This design comes from an exercise in tuning for small area on the open sky130 flow, not from production work. Function was checked by simulation only, so behaviour that the tests miss may differ from the original. Power and IR drop assume default switching activity.

===== design/flow/run.sh =====
#!/bin/bash
# synth_recipe.tcl (not shown) runs the flow's synth.tcl, then flattens the netlist and writes it again
# the make line also repeats each setting of config.mk as NAME=value (left out here)
make -C /OpenROAD-flow-scripts/flow DESIGN_CONFIG=/design/flow/config.mk WORK_HOME=/design/flow/orfs CLKGATE_MAP_FILE= SYNTH_SCRIPT=/design/flow/synth_recipe.tcl finish

===== design/flow/config.mk =====
export PLATFORM = sky130hd
export DESIGN_NAME = onepin_link
export DESIGN_NICKNAME = onepin_link
export VERILOG_FILES = /design/flow/design.v
export SDC_FILE = /design/flow/constraint.sdc
export NUM_CORES = 4
export LEC_CHECK = 0
export CAP_MARGIN = 20
export CORE_MARGIN = 2
export CORE_UTILIZATION = 40
export PLACE_DENSITY = 0.6
export SLEW_MARGIN = 20

===== design/flow/constraint.sdc =====
create_clock -name core_clock -period 12.0 [get_ports {clk}]
set_input_delay 2.4000 -clock core_clock [delete_from_list [all_inputs] [get_ports {clk}]]
set_output_delay 2.4000 -clock core_clock [all_outputs]
set_load 0.01 [all_outputs]

===== design/flow/design.v =====
module onepin_pri (
    input  wire        clk,
    input  wire        rst,
    input  wire [31:0] now,        
    input  wire        line,       
    input  wire        h_we,       
    input  wire [3:0]  h_addr,     
    input  wire [31:0] h_wdata,
    output reg  [31:0] h_rdata,    
    output reg         pad_low,    
    output wire        irq
);
    localparam [31:0] LAT_SW = 32'd2;    
    localparam [31:0] LAT_WR = 32'd2;    
    localparam [7:0]  CAL_N_SWITCH = 8'd64;
    localparam [7:0]  CAL_N_WRITE  = 8'd128;
    localparam [3:0] E_ILLEGAL = 4'd1, E_BUSY = 4'd2, E_NOTREADY = 4'd3,
                     E_CFG = 4'd4, E_CAL = 4'd5;
    localparam [1:0] C_INIT = 2'd0, C_RESET = 2'd1, C_WRITE = 2'd2, C_READ = 2'd3;
    localparam [1:0] EF_NONE = 2'd0, EF_LOW = 2'd1, EF_REL = 2'd2;
    localparam [4:0] S_IDLE    = 5'd0,
                     S_START   = 5'd1,
                     S_I_T0    = 5'd2,
                     S_I_SW    = 5'd3,
                     S_I_WR    = 5'd4,
                     S_R_LOW   = 5'd5,
                     S_R_REL   = 5'd6,
                     S_R_SAMP  = 5'd7,
                     S_R_OUT   = 5'd8,
                     S_R_END   = 5'd9,
                     S_W_LOW   = 5'd10,
                     S_W_HIGH  = 5'd11,
                     S_W_NEXT  = 5'd12,
                     S_RD_LOW  = 5'd13,
                     S_RD_REL  = 5'd14,
                     S_RD_SAMP = 5'd15,
                     S_RD_OUT  = 5'd16,
                     S_RD_END  = 5'd17;
    reg [15:0] cfg_t;
    reg [5:0]  cfg_p2s;
    reg [5:0]  cfg_s2p;
    reg [31:0] txdata;
    reg [31:0] rxdata;
    reg [1:0]  ie;
    reg        busy, ready, presence, done, err;
    reg [3:0]  lasterr;
    reg [4:0]  st;
    reg [31:0] cnt;         
    reg [1:0]  eff;         
    reg [1:0]  cmd;
    reg        skip;
    reg [31:0] txsnap;
    reg [31:0] rxacc;
    reg [5:0]  slot;
    reg [7:0]  loopn;
    reg [31:0] cal_t0, cal_t1;
    reg [31:0] sw_lat, wr_lat;
    wire [31:0] t32        = {16'd0, cfg_t};
    wire [31:0] t3         = t32 * 32'd3;
    wire [31:0] reset_sig  = t32 * 32'd5;
    wire [31:0] reset_smp  = t32;
    wire [31:0] reset_set  = t3 >> 1;
    wire [31:0] w1_act     = t32 >> 1;
    wire [31:0] w1_pause   = t32 - w1_act;
    wire [31:0] w0_act     = t3 >> 1;
    wire [31:0] w0_pause   = (t32 * 32'd2) - w0_act;
    wire [31:0] rd_act     = (t32 * 32'd5) >> 1;
    wire [31:0] rd_hold    = t32;
    wire [31:0] rd_smp     = rd_hold >> 1;
    wire [31:0] rd_pause   = t32;
    wire        wbit     = txsnap[slot[4:0]];
    wire [31:0] w_act    = wbit ? w1_act : w0_act;
    wire [31:0] w_pause  = wbit ? w1_pause : w0_pause;
    wire [31:0] w_pz     = w_pause - wr_lat;
    wire [31:0] rd_sd    = rd_smp - sw_lat;
    wire [31:0] cal_sw   = (cal_t1 - cal_t0) >> 6;
    wire [31:0] cal_wr   = (now - cal_t1) >> 7;
    wire        cal_ok   = (cal_wr <= w1_act) && (cal_wr <= w1_pause) &&
                           (cal_wr <= w0_act) && (cal_wr <= w0_pause) &&
                           (cal_sw <= reset_smp) && (cal_sw <= reset_set) &&
                           (cal_sw <= rd_smp) && (cal_sw <= rd_pause);
    wire act = (st != S_IDLE) && (cnt == 32'd0);
    reg fin;
    always @(*) begin
        fin = 1'b0;
        if (act) begin
            case (st)
                S_I_WR:   fin = (loopn + 8'd1 == CAL_N_WRITE);
                S_R_END:  fin = (cmd == C_RESET) || !presence;
                S_W_HIGH: fin = (w_pz == 32'd0) && (slot + 6'd1 == cfg_p2s);
                S_W_NEXT: fin = (slot + 6'd1 == cfg_p2s);
                S_RD_END: fin = (slot + 6'd1 == cfg_s2p);
                default:  fin = 1'b0;
            endcase
        end
    end
    wire busy_post  = busy && !fin;
    wire ready_post = ready || (act && st == S_I_WR && fin && cal_ok);
    wire [3:0] op       = h_wdata[3:0];
    wire       op_skip  = h_wdata[4];
    wire       illegal  = (h_wdata[31:5] != 27'd0) || (op == 4'd0) || (op > 4'd4) ||
                          (op_skip && (op == 4'd1 || op == 4'd2));
    wire       cfg_good = (cfg_t != 16'd0) &&
                          (cfg_p2s >= 6'd1) && (cfg_p2s <= 6'd32) &&
                          (cfg_s2p >= 6'd1) && (cfg_s2p <= 6'd32);
    task issue(input [31:0] d, input [1:0] e);
        begin
            cnt <= d - 32'd1;
            if (d == 32'd1) begin
                if (e == EF_LOW) pad_low <= 1'b1;
                if (e == EF_REL) pad_low <= 1'b0;
                eff <= EF_NONE;
            end else begin
                eff <= e;
            end
        end
    endtask
    task complete;
        begin
            st   <= S_IDLE;
            busy <= 1'b0;
            done <= 1'b1;
        end
    endtask
    always @(posedge clk) begin
        if (rst) begin
            cfg_t    <= 16'd80;
            cfg_p2s  <= 6'd0;
            cfg_s2p  <= 6'd0;
            txdata   <= 32'd0;
            rxdata   <= 32'd0;
            ie       <= 2'd0;
            busy     <= 1'b0;
            ready    <= 1'b0;
            presence <= 1'b0;
            done     <= 1'b0;
            err      <= 1'b0;
            lasterr  <= 4'd0;
            st       <= S_IDLE;
            cnt      <= 32'd0;
            eff      <= EF_NONE;
            cmd      <= C_INIT;
            skip     <= 1'b0;
            txsnap   <= 32'd0;
            rxacc    <= 32'd0;
            slot     <= 6'd0;
            loopn    <= 8'd0;
            cal_t0   <= 32'd0;
            cal_t1   <= 32'd0;
            sw_lat   <= 32'd0;
            wr_lat   <= 32'd0;
            pad_low  <= 1'b0;
        end else begin
            if (st != S_IDLE && cnt != 32'd0) begin
                cnt <= cnt - 32'd1;
                if (cnt == 32'd1) begin
                    if (eff == EF_LOW) pad_low <= 1'b1;
                    if (eff == EF_REL) pad_low <= 1'b0;
                    eff <= EF_NONE;
                end
            end else if (act) begin
                case (st)
                    S_START: begin
                        if (cmd == C_INIT) begin
                            issue(LAT_SW, EF_NONE);           
                            st <= S_I_T0;
                        end else if (cmd == C_RESET || !skip) begin
                            issue(LAT_WR, EF_LOW);            
                            st <= S_R_LOW;
                        end else begin
                            slot <= 6'd0;
                            issue(LAT_WR, EF_LOW);
                            st <= (cmd == C_WRITE) ? S_W_LOW : S_RD_LOW;
                        end
                    end
                    S_I_T0: begin
                        cal_t0 <= now;
                        loopn  <= 8'd0;
                        issue(LAT_SW, EF_NONE);
                        st <= S_I_SW;
                    end
                    S_I_SW: begin
                        if (loopn + 8'd1 == CAL_N_SWITCH) begin
                            cal_t1 <= now;
                            loopn  <= 8'd0;
                            issue(LAT_WR, EF_NONE);
                            st <= S_I_WR;
                        end else begin
                            loopn <= loopn + 8'd1;
                            issue(LAT_SW, EF_NONE);
                        end
                    end
                    S_I_WR: begin
                        if (loopn + 8'd1 == CAL_N_WRITE) begin
                            sw_lat <= cal_sw;
                            wr_lat <= cal_wr;
                            if (cal_ok) begin
                                ready <= 1'b1;
                            end else begin
                                err     <= 1'b1;
                                lasterr <= E_CAL;
                            end
                            complete;
                        end else begin
                            loopn <= loopn + 8'd1;
                            issue(LAT_WR, EF_NONE);
                        end
                    end
                    S_R_LOW: begin
                        issue(reset_sig + LAT_SW, EF_REL);      
                        st <= S_R_REL;
                    end
                    S_R_REL: begin
                        issue(reset_smp - sw_lat, EF_NONE);
                        st <= S_R_SAMP;
                    end
                    S_R_SAMP: begin
                        presence <= !line;                     
                        issue(LAT_SW, EF_NONE);                
                        st <= S_R_OUT;
                    end
                    S_R_OUT: begin
                        issue(reset_set - sw_lat, EF_NONE);
                        st <= S_R_END;
                    end
                    S_R_END: begin
                        if (cmd == C_RESET) begin
                            complete;
                        end else if (!presence) begin
                            if (cmd == C_READ) rxdata <= 32'hFFFF_FFFF;
                            complete;
                        end else begin
                            slot <= 6'd0;
                            issue(LAT_WR, EF_LOW);
                            st <= (cmd == C_WRITE) ? S_W_LOW : S_RD_LOW;
                        end
                    end
                    S_W_LOW: begin
                        issue(w_act - wr_lat + LAT_WR, EF_REL);  
                        st <= S_W_HIGH;
                    end
                    S_W_HIGH: begin
                        if (w_pz != 32'd0) begin
                            issue(w_pz, EF_NONE);
                            st <= S_W_NEXT;
                        end else if (slot + 6'd1 == cfg_p2s) begin
                            complete;
                        end else begin
                            slot <= slot + 6'd1;
                            issue(LAT_WR, EF_LOW);
                            st <= S_W_LOW;
                        end
                    end
                    S_W_NEXT: begin
                        if (slot + 6'd1 == cfg_p2s) begin
                            complete;
                        end else begin
                            slot <= slot + 6'd1;
                            issue(LAT_WR, EF_LOW);
                            st <= S_W_LOW;
                        end
                    end
                    S_RD_LOW: begin
                        issue(rd_act + LAT_SW, EF_REL);       
                        st <= S_RD_REL;
                    end
                    S_RD_REL: begin
                        if (rd_sd != 32'd0) begin
                            issue(rd_sd, EF_NONE);
                            st <= S_RD_SAMP;
                        end else begin
                            rxacc[slot[4:0]] <= line;
                            issue(LAT_SW, EF_NONE);
                            st <= S_RD_OUT;
                        end
                    end
                    S_RD_SAMP: begin
                        rxacc[slot[4:0]] <= line;
                        issue(LAT_SW, EF_NONE);
                        st <= S_RD_OUT;
                    end
                    S_RD_OUT: begin
                        issue(rd_pause - sw_lat, EF_NONE);
                        st <= S_RD_END;
                    end
                    S_RD_END: begin
                        if (slot + 6'd1 == cfg_s2p) begin
                            rxdata <= rxacc;
                            complete;
                        end else begin
                            slot <= slot + 6'd1;
                            issue(LAT_WR, EF_LOW);
                            st <= S_RD_LOW;
                        end
                    end
                    default: st <= S_IDLE;
                endcase
            end
            if (h_we) begin
                case (h_addr)
                    4'h0: begin
                        if (illegal) begin
                            err <= 1'b1; lasterr <= E_ILLEGAL;
                        end else if (busy_post) begin
                            err <= 1'b1; lasterr <= E_BUSY;
                        end else if (op != 4'd1 && !ready_post) begin
                            err <= 1'b1; lasterr <= E_NOTREADY;
                        end else if (op == 4'd1 && !cfg_good) begin
                            err <= 1'b1; lasterr <= E_CFG;
                        end else begin
                            busy  <= 1'b1;
                            done  <= 1'b0;
                            cmd   <= op[1:0] - 2'd1;
                            skip  <= op_skip;
                            st    <= S_START;
                            cnt   <= 32'd0;
                            eff   <= EF_NONE;
                            rxacc <= 32'd0;
                            if (op == 4'd1) ready  <= 1'b0;
                            if (op == 4'd3) txsnap <= txdata;
                        end
                    end
                    4'h1: begin
                        if (h_wdata[3]) done <= 1'b0;
                        if (h_wdata[4]) begin
                            err <= 1'b0; lasterr <= 4'd0;
                        end
                    end
                    4'h2: begin
                        if (busy_post) begin
                            err <= 1'b1; lasterr <= E_BUSY;
                        end else begin
                            cfg_t   <= h_wdata[15:0];
                            cfg_p2s <= h_wdata[21:16];
                            cfg_s2p <= h_wdata[29:24];
                            ready   <= 1'b0;
                        end
                    end
                    4'h3: txdata <= h_wdata;
                    4'h6: ie <= h_wdata[1:0];
                    default: ;
                endcase
            end
        end
    end
    assign irq = (done && ie[0]) || (err && ie[1]);
    wire [15:0] cal_sw_sat = (sw_lat > 32'h0000_FFFF) ? 16'hFFFF : sw_lat[15:0];
    wire [15:0] cal_wr_sat = (wr_lat > 32'h0000_FFFF) ? 16'hFFFF : wr_lat[15:0];
    always @(*) begin
        case (h_addr)
            4'h1:    h_rdata = {20'd0, lasterr, 3'd0, err, done, presence, ready, busy};
            4'h2:    h_rdata = {2'd0, cfg_s2p, 2'd0, cfg_p2s, cfg_t};
            4'h3:    h_rdata = txdata;
            4'h4:    h_rdata = rxdata;
            4'h5:    h_rdata = {cal_wr_sat, cal_sw_sat};
            4'h6:    h_rdata = {30'd0, ie};
            4'h7:    h_rdata = now;
            default: h_rdata = 32'd0;
        endcase
    end
endmodule
module onepin_sec (
    input  wire        clk,
    input  wire        rst,
    input  wire [31:0] now,        
    input  wire        line,       
    input  wire        line_prev,  
    input  wire        h_we,       
    input  wire [3:0]  h_addr,     
    input  wire [31:0] h_wdata,
    output reg  [31:0] h_rdata,    
    output reg         pad_low,    
    output wire        irq
);
    localparam [31:0] LAT_SW   = 32'd1;    
    localparam [31:0] LAT_WR   = 32'd1;    
    localparam [1:0]  ISR_LAT  = 2'd2;     
    localparam [1:0]  POLL_LAT = 2'd3;     
    localparam [2:0]  FIFO_DEPTH = 3'd4;
    localparam [3:0] E_ILLEGAL = 4'd1, E_BUSY = 4'd2, E_CFG = 4'd4;
    localparam [1:0] EF_NONE = 2'd0, EF_LOW = 2'd1, EF_REL = 2'd2;
    localparam [1:0] R_IDLE = 2'd0, R_OUT = 2'd1, R_LVL = 2'd2, R_REL = 2'd3;
    reg [15:0] cfg_t;
    reg [5:0]  cfg_p2s;
    reg [5:0]  cfg_s2p;
    reg [31:0] txnext;
    reg [2:0]  ie;
    reg        active, rxovf, err;
    reg [3:0]  lasterr;
    reg        timing;
    reg        pending;
    reg [31:0] start;
    reg [31:0] duration;
    reg        irq_latch;
    reg [1:0]  isr_cnt;
    reg [1:0]  poll_cnt;
    reg [1:0]  rst_st;
    reg        r_reset;      
    reg        r_level;      
    reg [31:0] cnt;
    reg [1:0]  eff;
    reg [5:0]  bitidx;
    reg [31:0] acc;
    reg [31:0] sendbuf;
    reg [31:0] fifo_mem [0:3];
    reg [1:0]  fifo_rp, fifo_wp;
    reg [2:0]  fifo_cnt;
    wire [31:0] t32        = {16'd0, cfg_t};
    wire [31:0] reset_pres = (t32 * 32'd3) >> 1;
    wire [31:0] w1_ceil    = t32;
    wire [31:0] w0_ceil    = t32 * 32'd2;
    wire [31:0] rd_ceil    = t32 * 32'd3;
    wire [31:0] rd_hold    = t32;
    wire edge_req = active && (line != line_prev) && !irq_latch;
    wire isr_go   = irq_latch && (isr_cnt == 2'd0);
    wire isr_start = isr_go && !pending && !timing && !line;
    wire isr_end   = isr_go && !pending && timing;
    wire poll   = pending && (rst_st == R_IDLE) && (poll_cnt == 2'd0);
    wire ev_b1  = duration <= w1_ceil;
    wire ev_b0  = !ev_b1 && (duration <= w0_ceil);
    wire ev_rd  = !ev_b1 && !ev_b0 && (duration <= rd_ceil);
    wire ev_rs  = !ev_b1 && !ev_b0 && !ev_rd;
    wire        wr_take  = poll && (ev_b1 || ev_b0) && (bitidx < cfg_p2s);
    wire [31:0] acc_new  = acc | ({31'd0, ev_b1} << bitidx);
    wire [5:0]  idx_new  = bitidx + 6'd1;
    wire        deliver  = wr_take && (idx_new == cfg_p2s);
    wire        push_ok  = deliver && (fifo_cnt < FIFO_DEPTH);
    wire [31:0] sb_cur   = (bitidx == 6'd0) ? txnext : sendbuf;
    wire        rd_reply = poll && ev_rd && (bitidx < cfg_s2p);
    wire        act      = (rst_st != R_IDLE) && (cnt == 32'd0);
    wire        clr_now  = (poll && (ev_b1 || ev_b0 || (ev_rd && !rd_reply))) ||
                           (act && rst_st == R_REL);
    wire        pending_post = (pending && !clr_now) || isr_end;
    wire [2:0]  cnt_post = fifo_cnt + {2'd0, push_ok};
    wire [3:0] op       = h_wdata[3:0];
    wire       illegal  = (h_wdata[31:4] != 28'd0) || !(op == 4'd1 || op == 4'd2);
    wire       cfg_good = (cfg_t != 16'd0) &&
                          (cfg_p2s >= 6'd1) && (cfg_p2s <= 6'd32) &&
                          (cfg_s2p >= 6'd1) && (cfg_s2p <= 6'd32);
    wire       do_pop   = h_we && (h_addr == 4'h0) && !illegal && (op == 4'd2) &&
                          (cnt_post != 3'd0);
    task issue(input [31:0] d, input [1:0] e);
        begin
            cnt <= d - 32'd1;
            if (d == 32'd1) begin
                if (e == EF_LOW) pad_low <= 1'b1;
                if (e == EF_REL) pad_low <= 1'b0;
                eff <= EF_NONE;
            end else begin
                eff <= e;
            end
        end
    endtask
    integer i;
    always @(posedge clk) begin
        if (rst) begin
            cfg_t     <= 16'd80;
            cfg_p2s   <= 6'd0;
            cfg_s2p   <= 6'd0;
            txnext    <= 32'd0;
            ie        <= 3'd0;
            active    <= 1'b0;
            rxovf     <= 1'b0;
            err       <= 1'b0;
            lasterr   <= 4'd0;
            timing    <= 1'b0;
            pending   <= 1'b0;
            start     <= 32'd0;
            duration  <= 32'd0;
            irq_latch <= 1'b0;
            isr_cnt   <= 2'd0;
            poll_cnt  <= 2'd0;
            rst_st    <= R_IDLE;
            r_reset   <= 1'b0;
            r_level   <= 1'b1;
            cnt       <= 32'd0;
            eff       <= EF_NONE;
            bitidx    <= 6'd0;
            acc       <= 32'd0;
            sendbuf   <= 32'd0;
            fifo_rp   <= 2'd0;
            fifo_wp   <= 2'd0;
            fifo_cnt  <= 3'd0;
            pad_low   <= 1'b0;
            for (i = 0; i < 4; i = i + 1) fifo_mem[i] <= 32'd0;
        end else begin
            if (edge_req) begin
                irq_latch <= 1'b1;
                isr_cnt   <= ISR_LAT - 2'd1;
            end else if (irq_latch) begin
                if (isr_cnt != 2'd0) begin
                    isr_cnt <= isr_cnt - 2'd1;
                end else begin
                    irq_latch <= 1'b0;
                end
            end
            if (isr_start) begin
                start  <= now;
                timing <= 1'b1;
            end
            if (isr_end) begin
                duration <= now - start;
                pending  <= 1'b1;
                timing   <= 1'b0;
                poll_cnt <= POLL_LAT - 2'd1;
            end else if (pending && poll_cnt != 2'd0) begin
                poll_cnt <= poll_cnt - 2'd1;
            end
            if (rst_st != R_IDLE && cnt != 32'd0) begin
                cnt <= cnt - 32'd1;
                if (cnt == 32'd1) begin
                    if (eff == EF_LOW) pad_low <= 1'b1;
                    if (eff == EF_REL) pad_low <= 1'b0;
                    eff <= EF_NONE;
                end
            end else if (act) begin
                case (rst_st)
                    R_OUT: begin
                        issue(LAT_WR, r_level ? EF_NONE : EF_LOW);    
                        rst_st <= R_LVL;
                    end
                    R_LVL: begin
                        issue((r_reset ? reset_pres : rd_hold) + LAT_SW, EF_REL);
                        rst_st <= R_REL;
                    end
                    R_REL: begin
                        if (r_reset) begin
                            bitidx <= 6'd0;
                            acc    <= 32'd0;
                        end else begin
                            bitidx <= bitidx + 6'd1;
                        end
                        rst_st <= R_IDLE;
                    end
                    default: rst_st <= R_IDLE;
                endcase
            end else if (poll) begin
                if (ev_b1 || ev_b0) begin
                    if (wr_take) begin
                        acc    <= acc_new;
                        bitidx <= idx_new;
                        if (deliver) begin
                            if (push_ok) begin
                                fifo_mem[fifo_wp] <= acc_new;
                                fifo_wp <= fifo_wp + 2'd1;
                            end else begin
                                rxovf <= 1'b1;
                            end
                        end
                    end
                end else if (ev_rd) begin
                    if (bitidx == 6'd0) sendbuf <= txnext;
                    if (rd_reply) begin
                        r_reset <= 1'b0;
                        r_level <= sb_cur[bitidx[4:0]];
                        issue(LAT_SW, EF_NONE);                       
                        rst_st <= R_OUT;
                    end
                end else begin
                    r_reset <= 1'b1;
                    r_level <= 1'b0;
                    issue(LAT_SW, EF_NONE);                           
                    rst_st <= R_OUT;
                end
            end
            if (clr_now) pending <= 1'b0;
            fifo_cnt <= cnt_post - {2'd0, do_pop};
            if (do_pop) fifo_rp <= fifo_rp + 2'd1;
            if (h_we) begin
                case (h_addr)
                    4'h0: begin
                        if (illegal) begin
                            err <= 1'b1; lasterr <= E_ILLEGAL;
                        end else if (op == 4'd1) begin
                            if (pending_post) begin
                                err <= 1'b1; lasterr <= E_BUSY;
                            end else if (!cfg_good) begin
                                err <= 1'b1; lasterr <= E_CFG;
                            end else begin
                                timing    <= 1'b0;
                                irq_latch <= 1'b0;
                                bitidx    <= 6'd0;
                                acc       <= 32'd0;
                                sendbuf   <= 32'd0;
                                fifo_rp   <= 2'd0;
                                fifo_wp   <= 2'd0;
                                fifo_cnt  <= 3'd0;
                                rxovf     <= 1'b0;
                                active    <= 1'b1;
                            end
                        end
                    end
                    4'h1: begin
                        if (h_wdata[4]) rxovf <= 1'b0;
                        if (h_wdata[5]) begin
                            err <= 1'b0; lasterr <= 4'd0;
                        end
                    end
                    4'h2: begin
                        if (pending_post) begin
                            err <= 1'b1; lasterr <= E_BUSY;
                        end else begin
                            cfg_t     <= h_wdata[15:0];
                            cfg_p2s   <= h_wdata[21:16];
                            cfg_s2p   <= h_wdata[29:24];
                            active    <= 1'b0;
                            irq_latch <= 1'b0;
                            timing    <= 1'b0;
                        end
                    end
                    4'h3: txnext <= h_wdata;
                    4'h6: ie <= h_wdata[2:0];
                    default: ;
                endcase
            end
        end
    end
    wire rxvalid = (fifo_cnt != 3'd0);
    assign irq = (rxvalid && ie[0]) || (rxovf && ie[1]) || (err && ie[2]);
    always @(*) begin
        case (h_addr)
            4'h1:    h_rdata = {2'd0, 3'd0, fifo_cnt, 2'd0, bitidx, 4'd0, lasterr,
                                2'd0, err, rxovf, rxvalid, timing, pending, active};
            4'h2:    h_rdata = {2'd0, cfg_s2p, 2'd0, cfg_p2s, cfg_t};
            4'h3:    h_rdata = txnext;
            4'h4:    h_rdata = rxvalid ? fifo_mem[fifo_rp] : 32'd0;
            4'h5:    h_rdata = duration;
            4'h6:    h_rdata = {29'd0, ie};
            4'h7:    h_rdata = acc;
            4'h8:    h_rdata = sendbuf;
            4'h9:    h_rdata = start;
            4'hA:    h_rdata = now;
            default: h_rdata = 32'd0;
        endcase
    end
endmodule
module onepin_link (
    input  wire        clk,
    input  wire        rst,         
    input  wire        h_bank,
    input  wire [3:0]  h_addr,      
    input  wire        h_we,
    input  wire [31:0] h_wdata,
    output wire [31:0] h_rdata,
    input  wire        ext_low,
    output wire        line_o,
    output wire        p_irq,
    output wire        s_irq
);
    reg  [31:0] now;
    reg         line_prev;
    wire        p_low, s_low;
    wire [31:0] p_rdata, s_rdata;
    wire line = !(p_low || s_low || ext_low);
    always @(posedge clk) begin
        if (rst) begin
            now       <= 32'd0;
            line_prev <= 1'b1;
        end else begin
            now       <= now + 32'd1;
            line_prev <= line;
        end
    end
    onepin_pri u_pri (
        .clk     (clk),
        .rst     (rst),
        .now     (now),
        .line    (line),
        .h_we    (h_we && !h_bank),
        .h_addr  (h_addr),
        .h_wdata (h_wdata),
        .h_rdata (p_rdata),
        .pad_low (p_low),
        .irq     (p_irq)
    );
    onepin_sec u_sec (
        .clk       (clk),
        .rst       (rst),
        .now       (now),
        .line      (line),
        .line_prev (line_prev),
        .h_we      (h_we && h_bank),
        .h_addr    (h_addr),
        .h_wdata   (h_wdata),
        .h_rdata   (s_rdata),
        .pad_low   (s_low),
        .irq       (s_irq)
    );
    assign h_rdata = h_bank ? s_rdata : p_rdata;
    assign line_o  = line;
endmodule

==> out/metrics.cfg <==
[clock_network]
clock_latency_ns = 0.74
cts.sinks = 755
clk_pin_slew_ns = 0.06
cts_setup_buffers = 0
clk_path_buf_depth = 3
cts-buffers-inserted = 91
tritoncts = yes
ctsHtreeMaxLevel = 3
post_cts_resized = 0
cts_root_buffer = clkbuf_16
hold_buffers = 0

[final_layout]
n_fill_cell = 15400
fin_area_mm2 = 0.0675
regArea_mm2 = 0.0164
nets = 8264
fin_util_pct = 44.4
drive_gt1_share_pct = 7.34
layoutNonFillerInstCount = 9801
area_delta_synth_final_pct = 10.1
largest-register = u_sec.fifo_mem
largest_reg_flops = 128
multi_input_area_mm2 = 0.0421

[sta]
fin_crit_sh_pct = 93.0
rsz0062_at_grt = no
hold_slack_ns = 0.452
worst_slew_pin_slew_ns = 1.24
finClkSkew_ns = 0.0552
finalCriticalPeriod_ns = 11.16
slew_violations = 0
setup_viol = 0
setup_ws_ns = 0.843
setup-tns-final_ns = 0
finalHoldViolCount = 0
slew-limit-headroom_pct = 17.1
fmax_mhz = 89.6

[placement]
numPlacedInstances = 9625
place.detailed.hpwl_mm = 209
gp_congestion = 1.03
dpl_cell_area_mm2 = 0.0642
io_buffers = 75
dp_slack_ns = 1.06

[detailed_routing]
wl_per_cell_um = 27.6
viasPerCell = 6.32
vias = 61900
drcViolationCount = 0
ant_nets = 0
drtIter0Drc = 7450
dr.pass1.iters = 8
totalWireLength_mm = 270

[floorplanning]
initial_core_util_pct = 40.3
coreArea_mm2 = 0.152
die_w_um = 395
die_y_um = 395
io_pins = 76
row_count = 143
dieArea_mm2 = 0.156

[power]
powerDensity_mw_per_mm2 = 102
clockPowerShare_pct = 43.4
ir_worst_vdd_uv = 126
leakagePower_nw = 25.7
total_power_mw = 6.86
power.internal_mw = 4.74
p_sw_mw = 2.11
combPwrFrac_pct = 18.7
seq_power_share_pct = 38.0
switching_share_pct = 30.8

[yosys]
synthCells = 7777
yosysTopAreaCellShare_pct = 20.5
async_flop_share_pct = 0
ys_warn_count = 3
synth_top_cells_by_count = 835 x nand2_1, 819 x nor2_1, 704 x a21oi_1
yosysMostFrequentCell = nand2_1
ys.flop_type = dfxtp_1
synth_cell_types = 133
synth.largest_area_cell = dfxtp_1
synth.area.top_cells = dfxtp_1 20%, ha_1 11%, edfxtp_1 6.3%
ys_seq_elements = 755
syn_area_mm2 = 0.0613
avgSynthCellArea_um2 = 7.88
synth_edf_count = 128
seq_area_frac_synth_pct = 26.8
syn_nets = 8352

[global_route]
grt_use_total_pct = 33.2
grt_remaining_overflow = 0
antenna_found_initial = 28
grt_pass1_vias = 57300
grt_pass1_wl_mm = 390
grt_max_degree = 144

[worst_hold_path]
min_path_type = flip-flop to flip-flop

[critical_path]
worst_ep_arrival_time_ns = 11.71
critPathLaunchType = flip-flop
worst-path-max-fanout = 33
crit_type = flip-flop to flip-flop
cp_common_cell = o21ai_0
critPathSlowestCell = dfxtp_1
critPathMaxStageDelay_ns = 0.68
crit_path_end_kind = flip-flop
cp.required_ns = 12.56

[job]
maxCapViolCount = 0

[status]
outcome = no timing/DRC/antenna violations

worst paths after layout:
path	startpoint	end	slack [ns]	cells past startpoint
worst max-delay path	u_pri.cfg_t[2]$_SDFFE_PP0P_	u_pri.cnt[29]$_SDFF_PP0_	0.84	40
worst max register to register	u_pri.cfg_t[2]$_SDFFE_PP0P_	u_pri.cnt[29]$_SDFF_PP0_	0.84	40
worst min register to register	u_pri.wr_lat[16]$_SDFFE_PP0P_	u_pri.wr_lat[16]$_SDFFE_PP0P_	0.45	2
worst min-delay path	u_pri.wr_lat[16]$_SDFFE_PP0P_	u_pri.wr_lat[16]$_SDFFE_PP0P_	0.45	2
cell families after synthesis:
group	synth area share [%]
multiplexers	5.23
XOR/XNOR	6.54
AND/OR/NAND/NOR	22.2
adder cells (fa/ha/maj)	11.1
flip-flops	26.8
AO/OA/AOI/OAI	23.3
buffers and inverters	4.78
power groups by stage:
| stage | combinational [mW] | clock (mW) | sequential (mW) |
|---|---|---|---|
| after floorplan | 0.804 | 0 | 2.65 |
| after global placement | 1.25 | 0 | 2.66 |
| after CTS | 1.25 | 3.01 | 2.60 |
| after detailed placement | 1.25 | 0 | 2.66 |
| after global routing | 1.36 | 3.11 | 2.61 |
| final | 1.28 | 2.97 | 2.60 |
worst max-delay path: cells and delay by family (launching register included):
kind	cells	cell delay [ns]
compound gates	24	5.84
xor+xnor	2	0.37
fa+ha+maj	4	1.58
buf+inv	4	0.93
flops	1	0.68
simple gates	6	1.51
cell type report:
| cell class | instances | share of cell area (%) |
|---|---|---|
| multi-input cells | 6266 | 62.4 |
| well taps | 2030 | 3.77 |
| repair buffers | 224 | 2.85 |
| inverters | 351 | 1.96 |
| diodes | 6 | 0.0223 |
| clock buffers | 126 | 3.78 |
| flip-flops and latches | 755 | 24.3 |
| clock inverters | 43 | 0.913 |
cell usage in the layout, fill, tap and decap left out, types with 59 or more instances in the layout:
cell / n
a211oi_1: 84
a21o_1: 110
a21oi_1: 704
a22oi_1: 152
a31oi_1: 64
and3_1: 85
buf_4: 144
clkbuf_16: 91
clkdlybuf4s50_1: 74
dfxtp_1: 626
edfxtp_1: 128
ha_1: 524
inv_1: 342
mux2i_1: 169
mux4_2: 63
nand2_1: 832
nand2b_1: 95
nand3_1: 196
nand4_1: 99
nor2_1: 807
nor2b_1: 78
nor3_1: 232
nor4_1: 70
o21a_1: 98
o21ai_0: 379
o22ai_1: 59
or3_1: 83
xnor2_1: 283
xor2_1: 165
metal layers:
| metal | share of wire [%] | track usage [%] | vias to the layer above |
|---|---|---|---|
| met5 | 0.078 | 0 | - |
| met3 | 9.4 | 6.86 | 634 |
| met1 | 42 | 44.5 | 29900 |
| li1 | - | - | 28300 |
| met4 | 6.0 | 17.5 | 32 |
| met2 | 42 | 50.1 | 3067 |

static timing again, ports no longer ideal:
The results above use ideal ports. As a check the final layout listed here was re-extracted and re-timed, cells and wires unchanged.
Step 1, drivers: a clkbuf_16 drives clk and a buf_2 each remaining input, both assumed.
Step 2 times the ports against the registers' clock, not the clock port: input delays grow and output delays shrink by t, the midpoint of the rising clock arrivals with the driver on.
Slacks: ideal / step 1 / step 2; pairs: ideal / step 1.
shift t [ns]: 0.797
slack for setup (ns): 0.843 / 0.843 / 0.843
slew at the worst register clock pin (ns): 0.07 / 0.07
pins driven straight from the clock port: 1
After both steps this run still meets setup and hold. For this run, drivers alone change the setup slack by 0.000 ns; drivers and shift together by 0.000 ns.
